From an optimization exercise on the open Yosys and OpenROAD flow, aimed at small area, a short achievable clock period and few clock cycles; shortcuts taken in it are not production practice. In this exercise RTL edits were held to simulation tests only and were not proved equivalent to the original. Power figures rest on the tool's default switching activity, not on a simulated workload.

==> flow/design.v <==
module fce_hdr (
    input             clk,
    input             rst,
    input             bus_req,
    input             bus_we,
    input      [12:0] bus_addr,
    input      [1:0]  bus_size,
    input      [31:0] bus_wdata,
    output            bus_ack,
    output reg        bus_err,
    output reg [31:0] bus_rdata
);
    localparam [15:0]  RECOG_MGMT = 16'h2533;
    localparam [15:0]  RECOG_CTRL = 16'h3B04;
    localparam [15:0]  RECOG_DATA = 16'h0101;
    localparam [3:0] E_OK      = 4'd0;
    localparam [3:0] E_SHORT   = 4'd1;
    localparam [3:0] E_UNKNOWN = 4'd2;
    localparam [3:0] E_BOUNDS  = 4'd4;
    localparam [3:0] E_BADCMD  = 4'd7;
    localparam [3:0] E_REFUSED = 4'd8;
    localparam [3:0] E_NOTDATA = 4'd9;
    localparam [3:0] E_FATAL   = 4'd10;
    localparam [3:0] C_ADDR4    = 4'd1;
    localparam [3:0] C_HDR_ENUM = 4'd2;
    localparam [2:0] M_IDLE  = 3'd0;
    localparam [2:0] M_ENC   = 3'd1;    
    localparam [2:0] M_DCHK1 = 3'd2;    
    localparam [2:0] M_DCHK2 = 3'd3;    
    localparam [2:0] M_DFILL = 3'd4;    
    reg [3:0]  st_err;
    reg        st_fatal;
    reg [3:0]  st_fcause;
    reg [7:0]  st_last_opc;
    reg [11:0] buf_off;
    reg [12:0] in_len;
    reg [5:0]  result_len;      
    reg [15:0] hdr_fc;
    reg [15:0] hdr_dur;
    reg [47:0] hdr_a1;
    reg [47:0] hdr_a2;
    reg [47:0] hdr_a3;
    reg [47:0] hdr_a4;
    reg [15:0] hdr_seq;
    reg [15:0] hdr_qos;
    reg [31:0] hdr_htc;
    reg        res_ok;
    reg        res_is4;
    reg [47:0] res_da;
    reg [47:0] res_sa;
    reg [47:0] res_x;
    reg [47:0] res_ta;
    reg [1023:0] fbuf;          
    reg [2:0]  mv;
    reg [4:0]  mv_ptr;          
    reg [1:0]  mv_ph;           
    reg [3:0]  mv_cnt;          
    reg [5:0]  mv_size;
    reg        mv_h4;
    reg [31:0] mv_prev;         
    function recognized(input [15:0] fc);
        begin
            case (fc[3:2])
                2'd0:    recognized = RECOG_MGMT[fc[7:4]];
                2'd1:    recognized = RECOG_CTRL[fc[7:4]];
                2'd2:    recognized = RECOG_DATA[fc[7:4]];
                default: recognized = 1'b0;
            endcase
        end
    endfunction
    function has4(input [15:0] fc);
        has4 = (fc[3:2] == 2'd2) && fc[8] && fc[9];
    endfunction
    function [5:0] hdr_size(input [15:0] fc);
        reg is_short, qos, htc;
        begin
            is_short = (fc[3:2] == 2'd1) && (fc[7:4] == 4'd12 || fc[7:4] == 4'd13);
            qos      = (fc[3:2] == 2'd2) && fc[7];
            htc      = qos && fc[15];
            if (fc[3:2] == 2'd0)
                hdr_size = 6'd24;
            else if (fc[3:2] == 2'd1)
                hdr_size = is_short ? 6'd10 : 6'd16;
            else
                hdr_size = 6'd24 + (has4(fc) ? 6'd6 : 6'd0)
                                 + (qos ? 6'd2 : 6'd0)
                                 + (htc ? 6'd4 : 6'd0);
        end
    endfunction
    wire       is_buf = bus_addr[12];
    wire [5:0] ridx   = bus_addr[7:2];       
    wire [4:0] bword  = bus_addr[6:2];       
    reg reg_mapped;
    always @(*) begin
        case (ridx)
            6'h00, 6'h01, 6'h02, 6'h03, 6'h04, 6'h05, 6'h06, 6'h07, 6'h08,
            6'h10, 6'h11, 6'h12, 6'h13, 6'h14, 6'h15, 6'h16, 6'h17, 6'h18,
            6'h19, 6'h1A, 6'h1B, 6'h1C,
            6'h20, 6'h21, 6'h22, 6'h23, 6'h24, 6'h25, 6'h26, 6'h27, 6'h28,
            6'h29, 6'h2A:
                reg_mapped = 1'b1;
            default:
                reg_mapped = 1'b0;
        endcase
    end
    wire buf_aligned = (bus_size == 2'd0) ||
                       (bus_size == 2'd1 && bus_addr[0] == 1'b0) ||
                       (bus_size == 2'd2 && bus_addr[1:0] == 2'b00);
    wire buf_legal = (bus_size != 2'd3) && buf_aligned && (bus_addr[11:7] == 5'd0);
    wire reg_legal = (bus_size == 2'd2) && (bus_addr[1:0] == 2'b00) &&
                     (bus_addr[11:8] == 4'd0) && reg_mapped;
    wire acc_legal = is_buf ? buf_legal : reg_legal;
    wire mv_busy = (mv != M_IDLE);
    wire mv_dec  = (mv == M_DCHK1) || (mv == M_DCHK2) || (mv == M_DFILL);
    wire mv_chk  = (mv == M_DCHK1) || (mv == M_DCHK2);
    wire is_hdr  = (ridx[5:4] == 2'b01);
    reg [3:0] hdr_last;
    always @(*) begin
        case (ridx[3:0])
            4'h0, 4'h1: hdr_last = 4'd0;
            4'h2:       hdr_last = 4'd1;
            4'h3:       hdr_last = 4'd2;
            4'h4, 4'h5: hdr_last = 4'd3;
            4'h6:       hdr_last = 4'd4;
            4'h7, 4'hA: hdr_last = 4'd5;
            4'h8:       hdr_last = 4'd6;
            4'h9:       hdr_last = 4'd7;
            4'hB:       hdr_last = mv_h4 ? 4'd7 : 4'd6;
            default:    hdr_last = mv_h4 ? 4'd8 : 4'd7;
        endcase
    end
    reg stall;
    always @(*) begin
        stall = 1'b0;
        if (mv_busy) begin
            if (bus_we)
                stall = 1'b1;
            else if (is_buf)
                stall = mv_dec || (bword >= mv_ptr);
            else if (mv_chk)
                stall = is_hdr || ridx == 6'h05 || ridx == 6'h08;
            else if (mv == M_DFILL)
                stall = is_hdr && (hdr_last >= mv_cnt);
        end
    end
    assign bus_ack = bus_req && !stall;
    wire   fire    = bus_req && !stall && acc_legal;
    wire   reg_wr  = fire && bus_we && !is_buf;
    wire   buf_wr  = fire && bus_we && is_buf;
    wire [4:0]  rsel  = mv_dec ? mv_ptr : bword;
    wire [31:0] rword = fbuf[rsel*32 +: 32];
    reg [31:0] buf_rval;
    always @(*) begin
        case (bus_size)
            2'd0: case (bus_addr[1:0])
                2'd0:    buf_rval = {24'd0, rword[7:0]};
                2'd1:    buf_rval = {24'd0, rword[15:8]};
                2'd2:    buf_rval = {24'd0, rword[23:16]};
                default: buf_rval = {24'd0, rword[31:24]};
            endcase
            2'd1:    buf_rval = {16'd0, bus_addr[1] ? rword[31:16] : rword[15:0]};
            default: buf_rval = rword;
        endcase
    end
    reg [31:0] reg_rval;
    always @(*) begin
        case (ridx)
            6'h00: reg_rval = 32'h46434501;
            6'h01: reg_rval = {RECOG_CTRL, RECOG_MGMT};
            6'h02: reg_rval = {16'd0, RECOG_DATA};
            6'h03: reg_rval = 32'd128;
            6'h05: reg_rval = {8'd0, st_last_opc, st_fcause, 3'd0, st_fatal, 4'd0, st_err};
            6'h06: reg_rval = {20'd0, buf_off};
            6'h07: reg_rval = {19'd0, in_len};
            6'h08: reg_rval = {26'd0, result_len};
            6'h10: reg_rval = {16'd0, hdr_fc};
            6'h11: reg_rval = {16'd0, hdr_dur};
            6'h12: reg_rval = hdr_a1[31:0];
            6'h13: reg_rval = {16'd0, hdr_a1[47:32]};
            6'h14: reg_rval = hdr_a2[31:0];
            6'h15: reg_rval = {16'd0, hdr_a2[47:32]};
            6'h16: reg_rval = hdr_a3[31:0];
            6'h17: reg_rval = {16'd0, hdr_a3[47:32]};
            6'h18: reg_rval = hdr_a4[31:0];
            6'h19: reg_rval = {16'd0, hdr_a4[47:32]};
            6'h1A: reg_rval = {16'd0, hdr_seq};
            6'h1B: reg_rval = {16'd0, hdr_qos};
            6'h1C: reg_rval = hdr_htc;
            6'h20: reg_rval = {27'd0, res_ok & res_is4, res_ok & res_is4, res_ok & !res_is4, res_ok, res_ok};
            6'h21: reg_rval = res_ok ? res_da[31:0] : 32'd0;
            6'h22: reg_rval = res_ok ? {16'd0, res_da[47:32]} : 32'd0;
            6'h23: reg_rval = res_ok ? res_sa[31:0] : 32'd0;
            6'h24: reg_rval = res_ok ? {16'd0, res_sa[47:32]} : 32'd0;
            6'h25: reg_rval = (res_ok & !res_is4) ? res_x[31:0] : 32'd0;
            6'h26: reg_rval = (res_ok & !res_is4) ? {16'd0, res_x[47:32]} : 32'd0;
            6'h27: reg_rval = (res_ok & res_is4) ? res_x[31:0] : 32'd0;
            6'h28: reg_rval = (res_ok & res_is4) ? {16'd0, res_x[47:32]} : 32'd0;
            6'h29: reg_rval = (res_ok & res_is4) ? res_ta[31:0] : 32'd0;
            6'h2A: reg_rval = (res_ok & res_is4) ? {16'd0, res_ta[47:32]} : 32'd0;
            default: reg_rval = 32'd0;    
        endcase
    end
    always @(*) begin
        bus_err   = !acc_legal;
        bus_rdata = is_buf ? buf_rval : reg_rval;
    end
    wire [7:0]  w_opc     = bus_wdata[7:0];
    wire        w_illegal = (w_opc > 8'h05) || (bus_wdata[31:8] != 24'd0);
    wire        fc_recog = recognized(hdr_fc);
    wire [5:0]  fc_size  = hdr_size(hdr_fc);
    wire        fc_data  = (hdr_fc[3:2] == 2'd2);
    wire [12:0] enc_end  = {1'b0, buf_off} + {7'd0, fc_size};
    wire [13:0] dec_end  = {2'd0, buf_off} + {1'b0, in_len};
    wire [15:0] d_fc   = (mv == M_DCHK2) ? {rword[7:0], mv_prev[31:24]} :
                         (mv_ph == 2'd0) ? rword[15:0] :
                         (mv_ph == 2'd1) ? rword[23:8] : rword[31:16];
    wire        d_rec  = recognized(d_fc);
    wire        d_h4   = has4(d_fc);
    wire [5:0]  d_size = hdr_size(d_fc);
    reg [31:0] hword;
    always @(*) begin
        case (mv_cnt)
            4'd0:    hword = {hdr_dur, hdr_fc};
            4'd1:    hword = hdr_a1[31:0];
            4'd2:    hword = {hdr_a2[15:0], hdr_a1[47:32]};
            4'd3:    hword = hdr_a2[47:16];
            4'd4:    hword = hdr_a3[31:0];
            4'd5:    hword = {hdr_seq, hdr_a3[47:32]};
            4'd6:    hword = mv_h4 ? hdr_a4[31:0] : {hdr_htc[15:0], hdr_qos};
            4'd7:    hword = mv_h4 ? {hdr_qos, hdr_a4[47:32]} : {16'd0, hdr_htc[31:16]};
            4'd8:    hword = hdr_htc;
            default: hword = 32'd0;
        endcase
    end
    wire [63:0] enc_pair  = {hword, mv_prev};
    wire [31:0] enc_lanes = enc_pair[(6'd32 - {mv_ph, 3'd0}) +: 32];
    wire [6:0] enc_k4 = {1'b0, mv_cnt, 2'b00} + 7'd4 - {5'd0, mv_ph};
    reg  [3:0] enc_mask;
    integer b;
    always @(*) begin
        for (b = 0; b < 4; b = b + 1)
            enc_mask[b] = (enc_k4 + b >= 7'd4) && (enc_k4 + b < {1'b0, mv_size} + 7'd4);
    end
    wire enc_last = (enc_k4 >= {1'b0, mv_size});
    wire [63:0] dec_pair  = {rword, mv_prev};
    wire [31:0] dec_word  = dec_pair[{mv_ph, 3'd0} +: 32];
    wire [6:0]  dec_k     = {1'b0, mv_cnt, 2'b00};
    wire        dec_last  = (dec_k + 7'd4 >= {1'b0, mv_size});
    reg [35:0] wen;
    integer k;
    always @(*) begin
        for (k = 0; k < 36; k = k + 1)
            wen[k] = (mv == M_DFILL) && (mv_cnt == k / 4) && (k < mv_size);
    end
    wire        enc_on = (mv == M_ENC);
    wire [4:0]  wsel   = enc_on ? mv_ptr : bword;
    reg  [3:0]  bmask;
    always @(*) begin
        case (bus_size)
            2'd0:    bmask = 4'b0001 << bus_addr[1:0];
            2'd1:    bmask = bus_addr[1] ? 4'b1100 : 4'b0011;
            default: bmask = 4'b1111;
        endcase
    end
    wire [3:0]  wmask  = enc_on ? enc_mask : (buf_wr ? bmask : 4'b0000);
    wire [31:0] blanes = {(bus_size == 2'd0) ? bus_wdata[7:0] :
                          (bus_size == 2'd1) ? bus_wdata[15:8] : bus_wdata[31:24],
                          (bus_size == 2'd2) ? bus_wdata[23:16] : bus_wdata[7:0],
                          (bus_size == 2'd0) ? bus_wdata[7:0] : bus_wdata[15:8],
                          bus_wdata[7:0]};
    wire [31:0] wlanes = enc_on ? enc_lanes : blanes;
    integer wi, li;
    always @(posedge clk) begin
        for (wi = 0; wi < 32; wi = wi + 1)
            for (li = 0; li < 4; li = li + 1)
                if (!rst && wsel == wi && wmask[li])
                    fbuf[wi*32 + li*8 +: 8] <= wlanes[li*8 +: 8];
    end
    task clear_header;
        begin
            hdr_fc  <= 16'd0;
            hdr_dur <= 16'd0;
            hdr_a1  <= 48'd0;
            hdr_a2  <= 48'd0;
            hdr_a3  <= 48'd0;
            hdr_a4  <= 48'd0;
            hdr_seq <= 16'd0;
            hdr_qos <= 16'd0;
            hdr_htc <= 32'd0;
        end
    endtask
    task finish_cmd(input [3:0] err, input [5:0] rlen);
        begin
            st_err     <= err;
            result_len <= rlen;
        end
    endtask
    task raise_fatal(input [3:0] cause);
        begin
            st_err     <= E_FATAL;
            st_fatal   <= 1'b1;
            st_fcause  <= cause;
            result_len <= 6'd0;
        end
    endtask
    integer i;
    always @(posedge clk) begin
        if (rst) begin
            st_err      <= E_OK;
            st_fatal    <= 1'b0;
            st_fcause   <= 4'd0;
            st_last_opc <= 8'd0;
            buf_off     <= 12'd0;
            in_len      <= 13'd0;
            result_len  <= 6'd0;
            clear_header;
            res_ok      <= 1'b0;
            res_is4     <= 1'b0;
            mv          <= M_IDLE;
        end else begin
            if (reg_wr) begin
                case (ridx)
                6'h06: buf_off <= bus_wdata[11:0];
                6'h07: in_len  <= bus_wdata[12:0];
                6'h10: hdr_fc  <= bus_wdata[15:0];
                6'h11: hdr_dur <= bus_wdata[15:0];
                6'h12: hdr_a1[31:0]  <= bus_wdata;
                6'h13: hdr_a1[47:32] <= bus_wdata[15:0];
                6'h14: hdr_a2[31:0]  <= bus_wdata;
                6'h15: hdr_a2[47:32] <= bus_wdata[15:0];
                6'h16: hdr_a3[31:0]  <= bus_wdata;
                6'h17: hdr_a3[47:32] <= bus_wdata[15:0];
                6'h18: hdr_a4[31:0]  <= bus_wdata;
                6'h19: hdr_a4[47:32] <= bus_wdata[15:0];
                6'h1A: hdr_seq <= bus_wdata[15:0];
                6'h1B: hdr_qos <= bus_wdata[15:0];
                6'h1C: hdr_htc <= bus_wdata;
                6'h04: begin
                    st_last_opc <= w_opc;
                    if (st_fatal)
                        finish_cmd(E_REFUSED, 6'd0);
                    else if (w_illegal)
                        finish_cmd(E_BADCMD, 6'd0);
                    else begin
                        case (w_opc[2:0])
                        3'd0:
                            finish_cmd(E_OK, 6'd0);
                        3'd1:
                            if (!fc_recog) raise_fatal(C_HDR_ENUM);
                            else finish_cmd(E_OK, fc_size);
                        3'd2:
                            if (!fc_recog) raise_fatal(C_HDR_ENUM);
                            else if (enc_end > 13'd128) finish_cmd(E_BOUNDS, 6'd0);
                            else begin
                                finish_cmd(E_OK, fc_size);
                                mv      <= M_ENC;
                                mv_ptr  <= buf_off[6:2];
                                mv_ph   <= buf_off[1:0];
                                mv_cnt  <= 4'd0;
                                mv_size <= fc_size;
                                mv_h4   <= has4(hdr_fc);
                            end
                        3'd3:
                            if (dec_end > 14'd128) finish_cmd(E_BOUNDS, 6'd0);
                            else if (in_len < 13'd2) finish_cmd(E_SHORT, 6'd0);
                            else begin
                                mv      <= M_DCHK1;
                                mv_ptr  <= buf_off[6:2];
                                mv_ph   <= buf_off[1:0];
                                mv_cnt  <= 4'd0;
                            end
                        3'd4:
                            if (!fc_recog) raise_fatal(C_HDR_ENUM);
                            else if (!fc_data) finish_cmd(E_NOTDATA, 6'd0);
                            else begin
                                finish_cmd(E_OK, 6'd0);
                                res_ok  <= 1'b1;
                                res_is4 <= hdr_fc[8] & hdr_fc[9];
                            end
                        default: begin    
                            finish_cmd(E_OK, 6'd0);
                            clear_header;
                        end
                        endcase
                    end
                end
                default: ;    
                endcase
            end
            case (mv)
            M_ENC: begin
                mv_prev <= hword;
                mv_ptr  <= mv_ptr + 5'd1;
                mv_cnt  <= mv_cnt + 4'd1;
                if (enc_last) mv <= M_IDLE;
            end
            M_DCHK1, M_DCHK2: begin
                if (mv == M_DCHK1) begin
                    mv_prev <= rword;
                    mv_ptr  <= mv_ptr + 5'd1;
                end
                if (mv == M_DCHK1 && mv_ph == 2'd3)
                    mv <= M_DCHK2;
                else if (!d_rec) begin
                    finish_cmd(E_UNKNOWN, 6'd0);
                    mv <= M_IDLE;
                end else if (d_h4 && in_len < 13'd30) begin
                    raise_fatal(C_ADDR4);
                    mv <= M_IDLE;
                end else if (in_len < {7'd0, d_size}) begin
                    finish_cmd(E_SHORT, 6'd0);
                    mv <= M_IDLE;
                end else begin
                    finish_cmd(E_OK, d_size);
                    clear_header;
                    mv      <= M_DFILL;
                    mv_size <= d_size;
                    mv_h4   <= d_h4;
                end
            end
            M_DFILL: begin
                mv_prev <= rword;
                mv_ptr  <= mv_ptr + 5'd1;
                mv_cnt  <= mv_cnt + 4'd1;
                if (dec_last) mv <= M_IDLE;
                if (wen[0])  hdr_fc[7:0]   <= dec_word[((0) % 4) * 8 +: 8];
                if (wen[1])  hdr_fc[15:8]  <= dec_word[((1) % 4) * 8 +: 8];
                if (wen[2])  hdr_dur[7:0]  <= dec_word[((2) % 4) * 8 +: 8];
                if (wen[3])  hdr_dur[15:8] <= dec_word[((3) % 4) * 8 +: 8];
                for (i = 0; i < 6; i = i + 1) begin
                    if (wen[4 + i])  hdr_a1[i*8 +: 8] <= dec_word[((4 + i) % 4) * 8 +: 8];
                    if (wen[10 + i]) hdr_a2[i*8 +: 8] <= dec_word[((10 + i) % 4) * 8 +: 8];
                    if (wen[16 + i]) hdr_a3[i*8 +: 8] <= dec_word[((16 + i) % 4) * 8 +: 8];
                    if (mv_h4 && wen[24 + i]) hdr_a4[i*8 +: 8] <= dec_word[((24 + i) % 4) * 8 +: 8];
                end
                if (wen[22]) hdr_seq[7:0]  <= dec_word[((22) % 4) * 8 +: 8];
                if (wen[23]) hdr_seq[15:8] <= dec_word[((23) % 4) * 8 +: 8];
                for (i = 0; i < 2; i = i + 1) begin
                    if (mv_h4 ? wen[30 + i] : wen[24 + i])
                        hdr_qos[i*8 +: 8] <= mv_h4 ? dec_word[((30 + i) % 4) * 8 +: 8] : dec_word[((24 + i) % 4) * 8 +: 8];
                end
                for (i = 0; i < 4; i = i + 1) begin
                    if (mv_h4 ? wen[32 + i] : wen[26 + i])
                        hdr_htc[i*8 +: 8] <= mv_h4 ? dec_word[((32 + i) % 4) * 8 +: 8] : dec_word[((26 + i) % 4) * 8 +: 8];
                end
            end
            default: ;
            endcase
        end
    end
    always @(posedge clk) begin
        if (!rst && reg_wr && ridx == 6'h04 && !st_fatal && !w_illegal &&
            w_opc[2:0] == 3'd4 && fc_recog && fc_data) begin
            res_da <= hdr_fc[8] ? hdr_a3 : hdr_a1;
            res_sa <= (hdr_fc[8] & hdr_fc[9]) ? hdr_a4 : hdr_fc[9] ? hdr_a3 : hdr_a2;
            res_x  <= hdr_fc[8] ? hdr_a1 : hdr_fc[9] ? hdr_a2 : hdr_a3;
            res_ta <= hdr_a2;
        end
    end
endmodule
==> flow/run.sh <==
#!/bin/bash
# synth_recipe.tcl (not shown) runs the flow's synth.tcl, then flattens the netlist and writes it again
# the make line also repeats each setting of config.mk as NAME=value (left out here)
make -C /OpenROAD-flow-scripts/flow DESIGN_CONFIG=/design/flow/config.mk WORK_HOME=/design/flow/orfs CLKGATE_MAP_FILE= SYNTH_SCRIPT=/design/flow/synth_recipe.tcl finish
==> flow/config.mk <==
export PLATFORM = sky130hd
export DESIGN_NAME = fce_hdr
export DESIGN_NICKNAME = fce_hdr
export VERILOG_FILES = /design/flow/design.v
export SDC_FILE = /design/flow/constraint.sdc
export NUM_CORES = 4
export LEC_CHECK = 0
export CAP_MARGIN = 20
export CORE_MARGIN = 2
export CORE_UTILIZATION = 25
export PLACE_DENSITY = 0.35
export SLEW_MARGIN = 20
==> flow/constraint.sdc <==
create_clock -name core_clock -period 8.0 [get_ports {clk}]
set_input_delay 1.6000 -clock core_clock [delete_from_list [all_inputs] [get_ports {clk}]]
set_output_delay 1.6000 -clock core_clock [all_outputs]
set_load 0.01 [all_outputs]
==> notes.md <==
[synth_stat cells, types with 18 or more instances]
| cell type | count | area [sq um] |
|---|---|---|
| a211oi_1 | 85 | 638.1 |
| a211oi_2 | 133 | 1664 |
| a21o_1 | 19 | 142.6 |
| a21oi_1 | 357 | 1787 |
| a221oi_1 | 184 | 1612 |
| a221oi_2 | 52 | 780.8 |
| a222oi_1 | 161 | 1612 |
| a22o_1 | 85 | 744.5 |
| a22oi_1 | 347 | 2605 |
| a311oi_1 | 66 | 578.1 |
| a31oi_1 | 76 | 475.5 |
| and2_1 | 21 | 131.4 |
| and3_1 | 31 | 193.9 |
| buf_1 | 45 | 168.9 |
| buf_2 | 44 | 220.2 |
| buf_4 | 37 | 277.8 |
| buf_6 | 35 | 394.1 |
| clkbuf_1 | 443 | 1663 |
| dfxtp_1 | 341 | 6827 |
| edfxtp_1 | 1266 | 38020 |
| ha_1 | 93 | 1164 |
| inv_1 | 82 | 307.8 |
| mux2_2 | 61 | 686.9 |
| mux2i_1 | 545 | 5455 |
| mux4_2 | 160 | 3603 |
| nand2_1 | 406 | 1524 |
| nand2b_1 | 32 | 200.2 |
| nand3_1 | 167 | 835.8 |
| nand4_1 | 38 | 237.7 |
| nor2_1 | 528 | 1982 |
| nor2b_1 | 65 | 406.6 |
| nor3_1 | 56 | 280.3 |
| nor4_1 | 19 | 118.9 |
| o21ai_0 | 299 | 1496 |
| o21ai_1 | 18 | 90.09 |
| o22ai_1 | 49 | 306.5 |
| xnor2_1 | 22 | 192.7 |
[what timing repair did]
action | CTS | global route
pin swaps | 1 | 2
buffers inserted | 3 | 2
setup endpoints to repair | 12 | 40
resized for setup | 29 | 23
[worst max-delay path by stage]
stage           startpoint            end  slack, ns  depth (start not counted)
6_report       bus_addr[2]  bus_rdata[11]       0.15                         20
5_1_grt        bus_addr[2]   bus_rdata[4]     -0.008                         21
4_1_cts        bus_addr[2]   bus_rdata[2]     -0.003                         20
3_5_place_dp   bus_addr[2]     hdr_a1[29]      -0.68                         31
3_3_place_gp   bus_addr[2]     hdr_a3[24]      -0.82                         32
2_1_floorplan  bus_addr[2]     hdr_a1[25]       0.44                         36
[logic make-up (layout without fill, tap and decap cells)]
logic type | Yosys count | in the layout | synth area share
muxes | 766 | 766 | 0.1191
DFF | 1607 | 1607 | 0.5480
xor gates and xnor gates | 32 | 32 | 0.003425
buffers and inverters | 691 | 1159 | 0.03729
AOI/OAI and AO/OA | 2113 | 2113 | 0.1979
other | 0 | 10 | 0
adders and majority gates | 95 | 95 | 0.01471
and+or+nand+nor | 1430 | 1430 | 0.07960
[worst min-delay path: cells and delay by family, from the launching register on]
family	cells	cell delay (ns)
DFF	1	0.31
and+or+nand+nor	1	0.05
AOI/OAI and AO/OA	1	0.05
[where the power goes]
group	internal, uW	leakage, uW	total, uW	switching (uW)
clock network	4980	0.00300	8800	3820
logic	512	0.0144	1520	1010
registers	9020	0.0141	9030	12.9
[area by class of cell]
cell class / count / area [sq um]
inverter: 86 / 322.8
sequential: 1607 / 44850
clock buffer: 266 / 5416
antenna: 10 / 25.02
clock inverter: 91 / 760.7
fill: 33090 / 228700
multi-input combinational: 4436 / 34670
tap: 4346 / 5438
timing repair buffer: 716 / 6466
[per-stage QoR]
stage | setup WS, ns | util | cell area [sq um]
2_1_floorplan | 0.4380 | - | 81840
3_3_place_gp | -0.8204 | 0.2795 | 91290
3_5_place_dp | -0.6755 | 0.2796 | 91330
4_1_cts | -0.002998 | 0.2991 | 97670
5_1_grt | -0.008332 | 0.2999 | 97940
6_report | 0.1532 | 0.2999 | 97950
[sequential cells by signal (all words and copies together), names as in the netlist, 6 cells and up]
| name | count |
|---|---|
| buf_off | 12 |
| mv_size | 6 |
| hdr_a2 | 48 |
| result_len | 6 |
| hdr_dur | 16 |
| hdr_seq | 16 |
| hdr_a4 | 48 |
| res_sa | 48 |
| hdr_a3 | 48 |
| hdr_qos | 16 |
| mv_prev | 32 |
| in_len | 13 |
| hdr_a1 | 48 |
| res_ta | 48 |
| st_last_opc | 8 |
| hdr_htc | 32 |
| fbuf | 1024 |
| res_x | 48 |
| hdr_fc | 16 |
| res_da | 48 |
[routing by layer]
metal	part of all wire	vias to the layer above	routed length [um]
met1	0.41	34050	173700
met5	0.00012	-	50
met4	0.064	8	27020
met3	0.063	777	26270
met2	0.46	3036	192500
li1	-	27660	-
==> flow_metrics.tcl <==
set metrics [dict create \
    slew_viol_final 0 \
    antenna_found_initial 24 \
    finalSetupViolCount 0 \
    cts.sink_count 1607 \
    grt_overflow 0 \
    ant_nets 0 \
    routed_wl_um 419600 \
    coreArea_sq_um 326600 \
    top_usage_layer "met2" \
    gp_congestion 0.9406 \
    die_w_um 576.1 \
    finalCritPeriodShare 0.9809 \
    ys_seq_area_frac 0.5480 \
    areaGrowthSynthToFinish_pct 19.69 \
    drtPass1Iterations 10 \
    ir_drop_uv 188.4 \
    grt_pass1_vias 63850 \
    rrSetupSlack_ns 0.65 \
    cts_buffers 200 \
    hold_depth 2 \
    reg2reg_depth 33 \
    drive_above_1_share 0.2073 \
    grt_util_met3 0.03877 \
    hold_end "st_last_opc[5]" \
    fp.dieH_um 576.1 \
    route.detailed.drc 0 \
    cts_buffer_depth 4 \
    crit_type "input pin to output port" \
    drtIter0Drc 7480 \
    cp-start-kind "input pin" \
    synth_enable_flop_cells 1266 \
    crit_chain "clkdlybuf4s50_1 -> buf_12 -> or3b_1 -> and4_4 -> buf_12 -> buf_4 -> buf_4 -> buf_8 -> mux4_2 -> mux2i_1 -> buf_4 -> mux2i_1 -> mux2i_1 -> buf_4 -> buf_4 -> o22ai_1 -> a22oi_2 -> buf_4 -> o22ai_2 -> clkdlybuf4s50_1" \
    nets 7193 \
    finalPower_uw 19350 \
    slowest_delay_ns 0.61 \
    crit_path_frequent_cell "buf_4" \
    ioPinCount 85 \
    final-hold-violation-count 0 \
    reg2reg_from "mv[1]" \
    io_buffers 84 \
    grt_first_pass_wirelength_um 568900 \
    cp_slowest_cell "clkdlybuf4s50_1" \
    worst-endpoint-arrival_ns 6.25 \
    fin_hold_ws_ns 0.4551 \
    grt_start_max_net_pins 121 \
    dieArea_sq_um 331900 \
    status "no timing/DRC/antenna violations" \
    clk_latency_ns 0.93 \
    final_cell_mix "1266 x edfxtp_1, 559 x buf_4, 538 x mux2i_1" \
    syn_nets 6880 \
    cpLargestDelayFamily "buffers and inverters" \
    grt_util_all_layers 0.2457 \
    min_from "st_last_opc[5]" \
    critPathBufInv 11 \
    leakagePower_uw 0.03153 \
    worstReg2RegEnd "hdr_htc[10]" \
    syn_area_sq_um 81830 \
    cap_viol_max_count 0 \
    cp_data_required_time_ns 6.40 \
    synth_cell_types 102 \
    crit_fanout 10 \
    min_path_type "flop to flop" \
    start_util 0.2506 \
    final_common_cell "edfxtp_1" \
    grt_use_met1 0.3155 \
    routed_via_density 5.669 \
    worstSetupEndpointType "output port" \
    ys_seq_elements 1607 \
    numPlacedInstances 11180 \
    hold_buffers 0 \
    cts_tree "done" \
    async_flop_share 0 \
    power_density_nw_per_um2 197.5 \
    skew_ns 0.1010 \
    rsz0062_at_grt "yes" \
    fmax_ghz 0.1274 \
    fin_cells 11560 \
    avgSynthCellArea_sq_um 12.15 \
    rows 210 \
    hpwl_um 306500 \
    synthFlopType "edfxtp_1" \
    netlist_instances 6734 \
    fin_crit_ns 7.847 \
    htreeDepth 4 \
    tns_ns 0 \
    cts.clk_slew.worst_paths_ns 0.06 \
    cts_root_buf "clkbuf_16" \
    tightestPinTransition_ns 1.239 \
    slew_headroom 0.1742 \
    vias 65520 \
    ys_warn_count 1 \
    wl_per_cell_um 36.30 \
    met2_usage 0.3935 \
]
Testbench counts, summed over its fixed seeds: cycles 21,419.

-- afterwards: timing with drivers on the ports --
No port has a modelled driver above. Below, the same layout with a new extraction and two added sets of constraints.
Step 1: set_driving_cell puts a clkbuf_16 on clk and a buf_2 on each other input, an assumption about the parent block.
Step 2, shift: input delay + t, output delay - t, t = (earliest + latest rising clock arrival at the registers) / 2. This alone moves slack from input paths to output paths.
a / b / c = ideal ports / drivers / drivers and shift; a / b = the first two.
t (ns): 0.984
slack for setup (ns): 0.153 / 0.110 / -0.592
worst register clock-pin slew, ns: 0.07 / 0.07
Met with ideal ports but missed after step 2: setup timing in this run. The setup slack of this run moves by -0.043 ns with the drivers and by -0.745 ns with both steps.
